This design comes from an exercise in tuning for small area, a short achievable clock period and few clock cycles per item on the open sky130 flow, not from production work.
Where RTL was checked, it was by simulation tests only, not by an equivalence proof against the original.

==> flow/design.v (excerpt) <==
module vkg_tca (
    input  wire        clk,
    input  wire        rst,           
    input  wire        cmd_valid,
    output wire        cmd_ready,
    input  wire [63:0] cmd,
    output reg         done,
    output reg  [6:0]  t_min,
    output reg  [6:0]  t_sec,
    output reg  [63:0] t_rem,
    output reg  [63:0] t_delta,
    output reg  [63:0] acc,
    output reg         cy,
    output reg         range_rem,
    output reg         range_delta,
    output wire [7:0]  err,
    output reg  [31:0] einfo,
    output wire [15:0] sticky
);
For scale: ~5100 cells after synthesis, roughly 480 flip-flops, ~330 I/O pins, ~46000 sq um of cells after synthesis.
export LEC_CHECK = 0
export CAP_MARGIN = 50
export CORE_MARGIN = 2
export CORE_UTILIZATION = 40
export PLACE_DENSITY = 0.6
export SLEW_MARGIN = 70
create_clock -name core_clock -period 30.0 [get_ports {clk}]
standard.sh (not shown) runs the stock make flow with config.mk's settings and CLKGATE_MAP_FILE= SYNTH_SCRIPT=/design/flow/synth_recipe.tcl, a recipe that flattens the netlist after the stock synthesis.
==> flow/flow/run.sh <==
#!/bin/bash
# The standard layout (the standard.sh, unchanged synthesis and steps),
# with one difference: buffer_ports gives every input and output port a
# sky130_fd_sc_hd__buf_2 instead of the delay buffer it picks by default.
# Each tool's full output stays in orfs/logs; make's own output goes to
# standard.log in the work folder.
set -euo pipefail
cd "$(dirname "$0")/.."
export BUFFER_PORTS_ARGS="-buffer_cell sky130_fd_sc_hd__buf_2"
bash standard.sh > standard.log 2>&1
Testbench counts at the start, summed over its fixed seeds: cycles 40,024, items 40,000.
Edit:
--- a/flow/design.v
+++ b/flow/design.v
@@ -20,14 +20,13 @@
     localparam [7:0] OP_NOP   = 8'h00;
     localparam [7:0] OP_RESET = 8'h01;
     localparam [7:0] OP_CLR   = 8'h40;
     localparam [7:0] OP_FIN   = 8'h41;
     localparam [7:0] OP_LAP   = 8'h42;
     localparam [65:0] NWRAP = 66'h3ffffffffc4653600;
-    reg rdy;               
-    reg stl;               
+    reg rdy;
     assign cmd_ready = rdy;
     reg err0, err1, err6;
     reg stk0, stk12, stk13;
     assign err    = {1'b0, err6, 4'b0000, err1, err0};
     assign sticky = {2'b00, stk13, stk12, 11'd0, stk0};
     function ge_const66;
@@ -55,21 +54,19 @@
     always @(posedge clk) begin
         if (rst) begin
             a_v    <= 1'b0;
             a_p2   <= 1'b0;
             a_slow <= 1'b0;
             rdy    <= 1'b1;
-            stl    <= 1'b0;
         end else begin
-            a_v    <= (cmd_valid && !stl) || (a_v && a_slow && !a_p2 && stl);
-            a_p2   <= stl;
-            if (!stl) a_slow <= in_slow;
-            rdy    <= !(cmd_valid && !stl && in_slow);
-            stl    <= cmd_valid && !stl && in_slow;
-        end
-        if (!stl) begin
+            a_v    <= (cmd_valid && rdy) || (a_v && a_slow && !a_p2 && !rdy);
+            a_p2   <= !rdy;
+            if (rdy) a_slow <= in_slow;
+            rdy    <= !(cmd_valid && rdy && in_slow);
+        end
+        if (rdy) begin
             a_cmd <= {cmd[63:23], cmd[22:0] ^ {23{cmd[31]}}};
             a_hx  <= (cmd[30:23] != 8'd0) ^ cmd[31];
         end
     end
     wire [22:0] a_fx    = a_cmd[22:0];
     wire [31:0] a_fbits = {a_cmd[31:23], a_fx ^ {23{a_cmd[31]}}};
@@ -84,32 +81,35 @@
     wire        a_ill   = !(a_fin || a_lap || a_nop || a_reset || a_clr);
     wire        a_norm  = (a_exp != 8'd0);
     wire        a_s     = a_fbits[31];
     wire [23:0] a_mm    = {a_hx, a_fx};
     wire [24:0] a_pp    = {~a_s, a_mm};         
     wire [24:0] a_pn    = {a_s, ~a_mm};         
-    wire [46:0] a_t0 = {a_s ? 23'h5dad5b : 23'h5dad5c, a_mm};
+    wire [46:0] a_t0 = {22'd0, a_pp};
     wire [46:0] a_t1 = {20'd0, a_pp, 2'd0};
     wire [46:0] a_t2 = {17'd0, a_pn, 5'd0};
     wire [46:0] a_t3 = {15'd0, a_pn, 7'd0};
     wire [46:0] a_t4 = {13'd0, a_pn, 9'd0};
     wire [46:0] a_t5 = {10'd0, a_pp, 12'd0};
     wire [46:0] a_t6 = {8'd0, a_pn, 14'd0};
-    wire [46:0] a_t7 = {5'd0, a_pn, a_s ? 17'h01006 : 17'h00000};
-    wire [46:0] a_t8 = {1'd0, a_pp, a_s ? 21'h1fffff : 21'h0242a0};
+    wire [46:0] a_t7 = {5'd0, a_pn, 17'd0};
+    wire [46:0] a_t8 = {1'd0, a_pp, 21'd0};
+    wire [46:0] a_tc = a_s ? 47'h5dad5b201005 : 47'h5dad5b0242a0;
     wire [46:0] a_s1a, a_c1a, a_s1b, a_c1b, a_s1c, a_c1c;
     csa #(47) ca1 (a_t0, a_t1, a_t2, a_s1a, a_c1a);
     csa #(47) cb1 (a_t3, a_t4, a_t5, a_s1b, a_c1b);
     csa #(47) cc1 (a_t6, a_t7, a_t8, a_s1c, a_c1c);
     wire [46:0] a_s2a, a_c2a, a_s2b, a_c2b;
     csa #(47) ca2 (a_s1a, a_c1a, a_s1b, a_s2a, a_c2a);
     csa #(47) cb2 (a_c1b, a_s1c, a_c1c, a_s2b, a_c2b);
     wire [46:0] a_s3, a_c3;
     csa #(47) ca3 (a_s2a, a_c2a, a_s2b, a_s3, a_c3);
+    wire [46:0] a_s4, a_c4;
+    csa #(47) ca4 (a_s3, a_c3, a_c2b, a_s4, a_c4);
     wire [46:0] a_s5, a_c5;
-    csa #(47) ca4 (a_s3, a_c3, a_c2b, a_s5, a_c5);
+    csa #(47) ca5 (a_s4, a_c4, a_tc, a_s5, a_c5);
     wire [46:0] a_p;
     bk_add #(47, 6) pa (.a(a_s5), .b(a_c5), .cin(1'b0), .s(a_p), .cout());
     wire        a_neg   = a_s && (a_norm || (a_fx != 23'h7fffff));
     wire [7:0]  a_eeff  = a_norm ? a_exp : 8'd1;
     wire        a_big   = (a_eeff > 8'd160);            
     wire [7:0]  a_sh    = 8'd160 - a_eeff;              
- routed wire length goes up by 2.1%
- global-route usage goes up by 0.54 points
- setup slack got worse by 0.38 ns
- cell count goes up by about 0.4%
- die area hardly moves
- clock-buffer cell count goes down by 10
Testbench counts after the change, summed over its fixed seeds: cycles 40,024, items 40,000.

========
== run A ==
vkg_tca, a different RTL version from the one above (not shown whole).
For scale: about 5100 cells after synthesis, ~330 I/O pins, roughly 0.045 sq mm of cells after synthesis.
==> flow/config.mk <==
export PLATFORM = sky130hd
export DESIGN_NAME = vkg_tca
export DESIGN_NICKNAME = vkg_tca
export VERILOG_FILES = /design/flow/design.v
export SDC_FILE = /design/flow/constraint.sdc
export NUM_CORES = 4
export LEC_CHECK = 0
export CAP_MARGIN = 30
export CORE_MARGIN = 2
export CORE_UTILIZATION = 40
export CTS_CLUSTER_DIAMETER = 100
export CTS_CLUSTER_SIZE = 22
export PLACE_DENSITY = 0.6
export SLEW_MARGIN = 50
==> flow/constraint.sdc <==
create_clock -name core_clock -period 30.0 [get_ports {clk}]
set_input_delay 6.0000 -clock core_clock [delete_from_list [all_inputs] [get_ports {clk}]]
set_output_delay 6.0000 -clock core_clock [all_outputs]
set_load 0.01 [all_outputs]
Scripts as last shown in full above: flow/flow/run.sh
Run A ran to completion and came out clean on the timing, design-rule and antenna checks.
Changes in run B relative to run A:
diff --git a/flow/design.v b/flow/design.v
--- a/flow/design.v
+++ b/flow/design.v
@@ -141,38 +141,36 @@
     wire [30:0] a_ms3, a_mc3;
     csa #(31) cm3 (a_ms2a, a_mc2a, a_ms2b, a_ms3, a_mc3);
     wire [30:0] a_ms4, a_mc4;
     csa #(31) cm4 (a_ms3, a_mc3, a_mc2b, a_ms4, a_mc4);
     wire [30:0] a_ms5, a_mc5;
     csa #(31) cm5 (a_ms4, a_mc4, A_MC, a_ms5, a_mc5);
     wire [30:0] a_m;
     bk_add #(31, 5) am (.a(a_ms5), .b(a_mc5), .cin(1'b0), .s(a_m), .cout());
     wire        a_small = (a_exp <= 8'd156);
     reg        b_v;
     reg        b_slow, b_p2, b_small;
     reg        b_fin, b_lap, b_nop, b_reset, b_clr, b_ill;
-    reg        b_accg;     
     reg        b_nonfin, b_movf;
     reg [65:0] b_zq;
     reg [3:0]  b_sel;      
     reg [13:0] b_a;        
     reg [30:0] b_m;        
     always @(posedge clk) begin
         b_v      <= a_v && !rst;
         b_slow   <= a_slow;
         b_p2     <= a_p2;
         b_small  <= a_small;
         b_fin    <= a_fin;
         b_lap    <= a_lap;
-        b_accg   <= a_v && a_lap;
         b_nop    <= a_nop;
         b_reset  <= a_reset;
         b_clr    <= a_clr;
         b_ill    <= a_ill;
         b_nonfin <= (a_exp == 8'hFF);
         b_movf   <= a_movf;
         b_zq     <= a_zq;
         b_sel    <= 4'b0001 << a_sh[1:0];
         b_a      <= a_cmd[55:42];
         b_m      <= a_m;
     end
     wire [66:0] b_zq67 = {b_zq[65], b_zq};
@@ -181,25 +179,25 @@
     wire [31:0] b_dat = a_ill ? a_cmd[63:32] : a_fbits;
     wire acc_small = (acc[63:60] == 4'b0000) || (acc[63:60] == 4'b1111);
     wire b_zero    = b_v && (b_clr || b_reset);
     wire b_keep    = !b_v || !(b_fin || b_lap) || b_small;
     wire a_zero    = a_v && (a_clr || a_reset);
     wire a_keep    = !a_v || !(a_fin || a_lap) || a_small;
     wire acc_ok_b  = b_zero || (acc_small && b_keep);
     assign acc_ok  = a_zero || (acc_ok_b && a_keep);
     wire [6:0]  b_min = b_a[13:7];
     wire [6:0]  b_sec = b_a[6:0];
     wire [65:0] x66  = {{2{b_raw[63]}}, b_raw};
     wire [65:0] xo66 = {2'b00, ~b_raw[63], b_raw[62:0]};
-    wire [63:0] acc_op = b_accg ? acc : 64'd0;
+    wire [63:0] acc_op = b_lap ? acc : 64'd0;
     wire [65:0] y66  = ~{{2{acc_op[63]}}, acc_op};
     wire [65:0] m66  = {26'd0, b_m, 9'd0};
     wire [65:0] d1o, d1mo, r0o, r1o, tsum;
     bk_add #(66, 7) ad1 (.a(xo66), .b(y66), .cin(1'b1), .s(d1o), .cout());
     wire [65:0] dm_s, dm_c;
     csa #(66) cdm (xo66, y66, NWRAP, dm_s, dm_c);
     bk_add #(66, 7) ad1m (.a(dm_s), .b(dm_c), .cin(1'b1), .s(d1mo), .cout());
     wire [65:0] tr_s, tr_c;
     csa #(66) ctr (x66, y66, NWRAP, tr_s, tr_c);
     bk_add #(66, 7) atr (.a(tr_s), .b(tr_c), .cin(1'b0), .s(tsum), .cout());
     wire trig = b_lap && !tsum[65];
     wire [65:0] r_s, r_c, rm_s, rm_c;
==> summary.txt <==
From run A to run B the numbers moved as follows: number of global-route vias before repair now larger; net total in the final layout shrank by 1.3%. The higher design area came out of run A. The flow did not stop early for run B: all stages ran, and the layout cleared the timing, design-rule and antenna checks. Between run B and run A, the share of cell area taken by flip-flops and latches figures differ only marginally. Peak fanout along the critical path (higher): run A. Delta (run B minus run A): post-synthesis sequential area ratio held steady, clock latency reported for the late side of the worst-skew pair ~0 delta, number of distinct library cell variants in the gate-level netlist after synthesis saw an increase, overall global routing resource usage shows no meaningful change. Going from run A to run B, number of non-filler instances in the completed layout decreased 1.5%, synthesized cell count decreased about 2.3%, post-placement worst setup slack decreased 0.043 ns.
Testbench counts of run B, summed over its fixed seeds: cycles 40,024, items 40,000.
Only the layout flow was run in run A; the RTL was not checked for function there.

==> static timing again, ports no longer ideal <==
Ports are ideal in the flow. The routed layouts listed here were re-timed in OpenROAD.
Step 1, drivers: a clkbuf_16 drives clk and a buf_2 each remaining input, both assumed.
Step 2 adds t to the input delays and takes it off the output delays; t is the mean of the earliest and latest rising clock arrival at the registers after step 1. Input paths then give back, and output paths get back, about the clock's delay inside the block.
a / b / c = ideal ports / drivers / drivers and shift; a / b = the first two.
| run | shift t [ns] | setup slack, ns | worst setup path at the end |
|---|---|---|---|
| the first run of note 1 | 0.754 | 22.580 / 22.507 / 22.514 | input to register |
| the second run of note 1 | 0.743 | 22.196 / 22.196 / 22.196 | register to register |
| run A | 0.729 | 21.983 / 21.983 / 21.844 | input to register |
| run B | 0.736 | 22.422 / 22.422 / 22.033 | input to register |
After both steps every run listed still meets setup and hold. The setup slack of run B, which loses most, moves by 0.000 ns with the drivers and by -0.389 ns with both steps.
